From an optimization exercise on the open Yosys and OpenROAD flow, aimed at small area and a short achievable clock period; shortcuts taken in it are not production practice. In this exercise RTL edits were held to simulation tests only and were not proved equivalent to the original. Power is estimated from default activity; no workload was simulated.

main:
// pwroff_engine
module pwroff_engine (
    input  wire        clk,
    input  wire        rst_n,         
    input  wire [31:0] base,
    input  wire [31:0] tick_rate,
    input  wire        trig_valid,
    input  wire [7:0]  trig_reason,
    output wire        ret_valid,
    output wire        ret_handled,
    input  wire        ret_ready,
    output wire        bus_valid,
    output wire        bus_write,
    output wire [31:0] bus_addr,
    output wire [7:0]  bus_wdata,
    input  wire        bus_ready,
    input  wire [7:0]  bus_rdata,
    output wire        slp_valid,
    output wire [6:0]  slp_units,
    input  wire        slp_ready,
    output wire        diag_valid,
    output wire [7:0]  diag_code,
    output wire [31:0] diag_data,
    input  wire        diag_ready,
    output wire [31:0] status
);
Size in the first run: roughly 110 flip-flops, roughly 210 I/O pins, ~0.0062 mm^2 of cells after synthesis.
==> flow/config.mk <==
export PLATFORM = sky130hd
export DESIGN_NAME = pwroff_engine
export DESIGN_NICKNAME = pwroff_engine
export VERILOG_FILES = /design/flow/design.v
export SDC_FILE = /design/flow/constraint.sdc
export NUM_CORES = 4
export LEC_CHECK = 0
export CAP_MARGIN = 20
export CORE_MARGIN = 2
export CORE_UTILIZATION = 40
export SLEW_MARGIN = 20
==> flow/constraint.sdc <==
create_clock -name core_clock -period 20.0 [get_ports {clk}]
set_input_delay 4.0000 -clock core_clock [delete_from_list [all_inputs] [get_ports {clk}]]
set_output_delay 4.0000 -clock core_clock [all_outputs]
set_load 0.01 [all_outputs]
standard.sh (not shown) runs the stock make flow with config.mk's settings and CLKGATE_MAP_FILE= SYNTH_SCRIPT=/design/flow/synth_recipe.tcl, a recipe that flattens the netlist after the stock synthesis.
==> flow/flow/run.sh <==
#!/bin/bash
# The standard layout (standard.sh) with:
#  - the standard synthesis script, its ABC step given an area script;
#  - the synthesis buffers removed at floorplan;
#  - small port buffers;
#  - timing repair after CTS aiming past the clock period (setup margin).
set -euo pipefail
W=$PWD
{ head -n 1 synth_recipe.tcl; cat flow/abc_override.tcl; tail -n +2 synth_recipe.tcl; } > synth_area.tcl
export AREA_ABC_SCRIPT=$W/flow/area.abc
bash standard.sh \
  SYNTH_SCRIPT=$W/synth_area.tcl \
  REMOVE_ABC_BUFFERS=1 \
  "BUFFER_PORTS_ARGS=-buffer_cell sky130_fd_sc_hd__buf_1" \
  SETUP_SLACK_MARGIN=14.6 \
  MATCH_CELL_FOOTPRINT=0 \
  SKIP_REPAIR_TIE_FANOUT=1 \
  CTS_BUF_LIST=sky130_fd_sc_hd__clkbuf_8 \
  finish > standard.log 2>&1
==> flow/flow/abc_override.tcl <==
# Map the logic with an area-oriented ABC script (flow/area.abc) in place of
# the speed script; every other argument (liberty, dont_use cells, delay
# target) is kept. The flip-flops are mapped before ABC runs, so they are the
# standard synthesis's.
proc abc {args} {
  set i [lsearch -exact $args -script]
  if { $i >= 0 } {
    set args [lreplace $args $i [expr {$i + 1}] -script $::env(AREA_ABC_SCRIPT)]
  }
  yosys abc {*}$args
}
==> flow/flow/area.abc <==
&get -n
&st
&dch
&nf -R 1000
&put
Input-level comparison between the feature branch and main:
--- a/flow/design.v
+++ b/flow/design.v
@@ -39,17 +39,16 @@
     localparam [3:0] S_EXH_SLEEP    = 4'd13;
     localparam [3:0] S_RETURN       = 4'd14;
     localparam [3:0] S_DONE         = 4'd15;
     reg  [3:0]  st;
     reg         vbus, vslp, vdiag, vret;     
     reg         hs;          
     reg         lsr;         
     reg         flt;         
-    reg         cfgd;        
     reg  [1:0]  cmd;
     reg  [1:0]  att;
     reg  [5:0]  res;         
     reg         fm;          
     reg  [5:0]  cnt;         
     reg  [3:0]  k;           
     reg  [7:0]  acc;
     reg  [31:0] R;
@@ -79,17 +78,17 @@
     assign bus_addr  = {A, 2'b00};
     assign bus_wdata = R[31:24];
     wire   u1   = !st[3];                            
     wire   u10  = st[3] && st[0];                    
     wire   u100 = st[3] && !st[0];                   
     assign slp_units = {u100, u100, 1'b0, u10, u100, u10, u1};
     assign diag_code = {5'd0, st[3] && st[2], st[3] && !st[2], st[1]};
     assign diag_data = R;
-    wire [2:0] cfg_j = cnt[2:0] | {3{cfgd}};
+    wire [2:0] cfg_j = cnt[2:0] | {3{att[1] || att[0]}};
     assign status = {flt, 6'd0, flt, 4'b0000, res, 2'b00, att, cmd, 1'b0, cfg_j, st};
     reg [2:0] idx;
     always @(*) begin
         if (s_cfg)
             case (cnt[2:0])
                 3'd0: idx = 3'd3;        
                 3'd1: idx = 3'd0;        
                 3'd2: idx = 3'd1;        
@@ -178,31 +177,30 @@
     wire       c39    = cnt[5] && cnt[2] && cnt[1] && cnt[0];     
     wire       c20    = cnt[4] && cnt[2];                         
     wire       clt4   = !(cnt[5] || cnt[4] || cnt[3] || cnt[2]);
     wire       k10    = k[3] && k[0];                             
     wire       last   = fm ? c39 : (cnt[1:0] == ((cmd == 2'd0) ? 2'd3 : 2'd2));
     wire       reason_ok = (trig_reason == 8'h01) || (trig_reason == 8'h02);
     wire       prep = !pend && !hs;
     reg [3:0] st_n;
-    reg       go, flt_n, fm_n, cfgd_n, ret_nh;
+    reg       go, flt_n, fm_n, ret_nh;
     reg [1:0] cmd_n, att_n;
     reg [5:0] res_n;
     reg [5:0] cnt_n;
     reg [3:0] k_n;
     reg [7:0] acc_n;
     reg       r_top, r_sh, r_q;    
     reg       done, fail;
     always @(*) begin
         st_n   = st;
         go     = 1'b0;
         ret_nh = 1'b0;
         flt_n  = flt;
         fm_n   = fm;
-        cfgd_n = cfgd;
         cmd_n  = cmd;
         att_n  = att;
         res_n  = res;
         cnt_n  = cnt;
         k_n    = k;
         acc_n  = acc;
         r_top  = 1'b0;
         r_sh   = 1'b0;
@@ -226,17 +224,16 @@
         if (fire && s_ret)
             st_n = S_DONE;
         if (hs) begin
             case (st)
                 S_CFG: begin
                     cnt_n = cnt1;
                     r_sh  = (cnt[2:0] == 3'd1);          
                     if (cnt[2:0] == 3'd6) begin
-                        cfgd_n = 1'b1;
                         cmd_n  = 2'd0;
                         att_n  = 2'd1;
                         fm_n   = 1'b0;
                         cnt_n  = 6'd0;
                         st_n   = S_TX_POLL;
                     end
                 end
                 S_TX_POLL:
@@ -393,28 +390,26 @@
         acc <= acc_n;
         if (!rst_n) begin
             st    <= S_IDLE;
             vbus  <= 1'b0;
             vslp  <= 1'b0;
             vdiag <= 1'b0;
             vret  <= 1'b0;
             flt   <= 1'b0;
-            cfgd  <= 1'b0;
             cmd   <= 2'd0;
             att   <= 2'd0;
             res   <= 6'd0;
             cnt[2:0] <= 3'd0;         
         end else begin
             st    <= st_n;
             vbus  <= vbus ? !bus_ready : (go && st_bus);
             vslp  <= vslp ? !slp_ready : (go && st_slp);
             vdiag <= vdiag ? !diag_ready : (go && st_diag);
             vret  <= vret ? !ret_ready : ((go && s_ret) || ret_nh);
             flt   <= flt_n;
-            cfgd  <= cfgd_n;
             cmd   <= cmd_n;
             att   <= att_n;
             res   <= res_n;
             cnt[2:0] <= cnt_n[2:0];
         end
     end
 endmodule
## What came out
The feature branch: done, clean on timing, DRC and antenna
Relative to main, the power consumption measured on the feature branch has increased by more than 10%.
In the reports for the feature branch and main, the smaller first-pass GRT wire length belongs to the feature branch.
Compared with main, the feature branch shows a higher non-clock buffer count.
Fraction of the yosys area taken by sequential cells sits lower in the feature branch than in main.
Cmp the feature branch and main / share of power burned in combinational logic / higher: the feature branch
The feature branch against main: proportion of synthesized flip-flops having asynchronous set or reset did not really move, area of the die barely changed, post-CTS setup repair buffer count lower, met3 track demand over resource in global routing went down 3.1 points.
Going from main to the feature branch, fraction of final layout cells sized beyond drive strength 1 higher, non-filler instance count after layout higher, area of the core region roughly the same.
Compared with main, in the feature branch setup skew after layout was more or less identical; multi-input combinational cell area was more or less identical.

-- afterwards: timing with drivers on the ports --
In the flow no input, the clock included, has a driving cell. The finished layouts below were timed again as built, in two steps.
Step 1 assumes that a clkbuf_16 drives the clock port and a buf_2 every other input.
Step 2 times the ports against the registers' clock, not the clock port: input delays grow and output delays shrink by t, the midpoint of the rising clock arrivals with the driver on.
Three values: ideal ports, drivers, drivers and shift; two values: the first two.
| run | t, ns | setup WS [ns] | slew at the worst register clock pin (ns) |
|---|---|---|---|
| main | 0.426 | 14.629 / 14.591 / 14.240 | 0.12 / 0.12 |
| the feature branch | 0.424 | 14.686 / 14.650 / 14.301 | 0.11 / 0.11 |
After both steps every run listed still meets setup and hold. For main, which loses most, drivers alone change the setup slack by -0.038 ns; drivers and shift together by -0.389 ns.
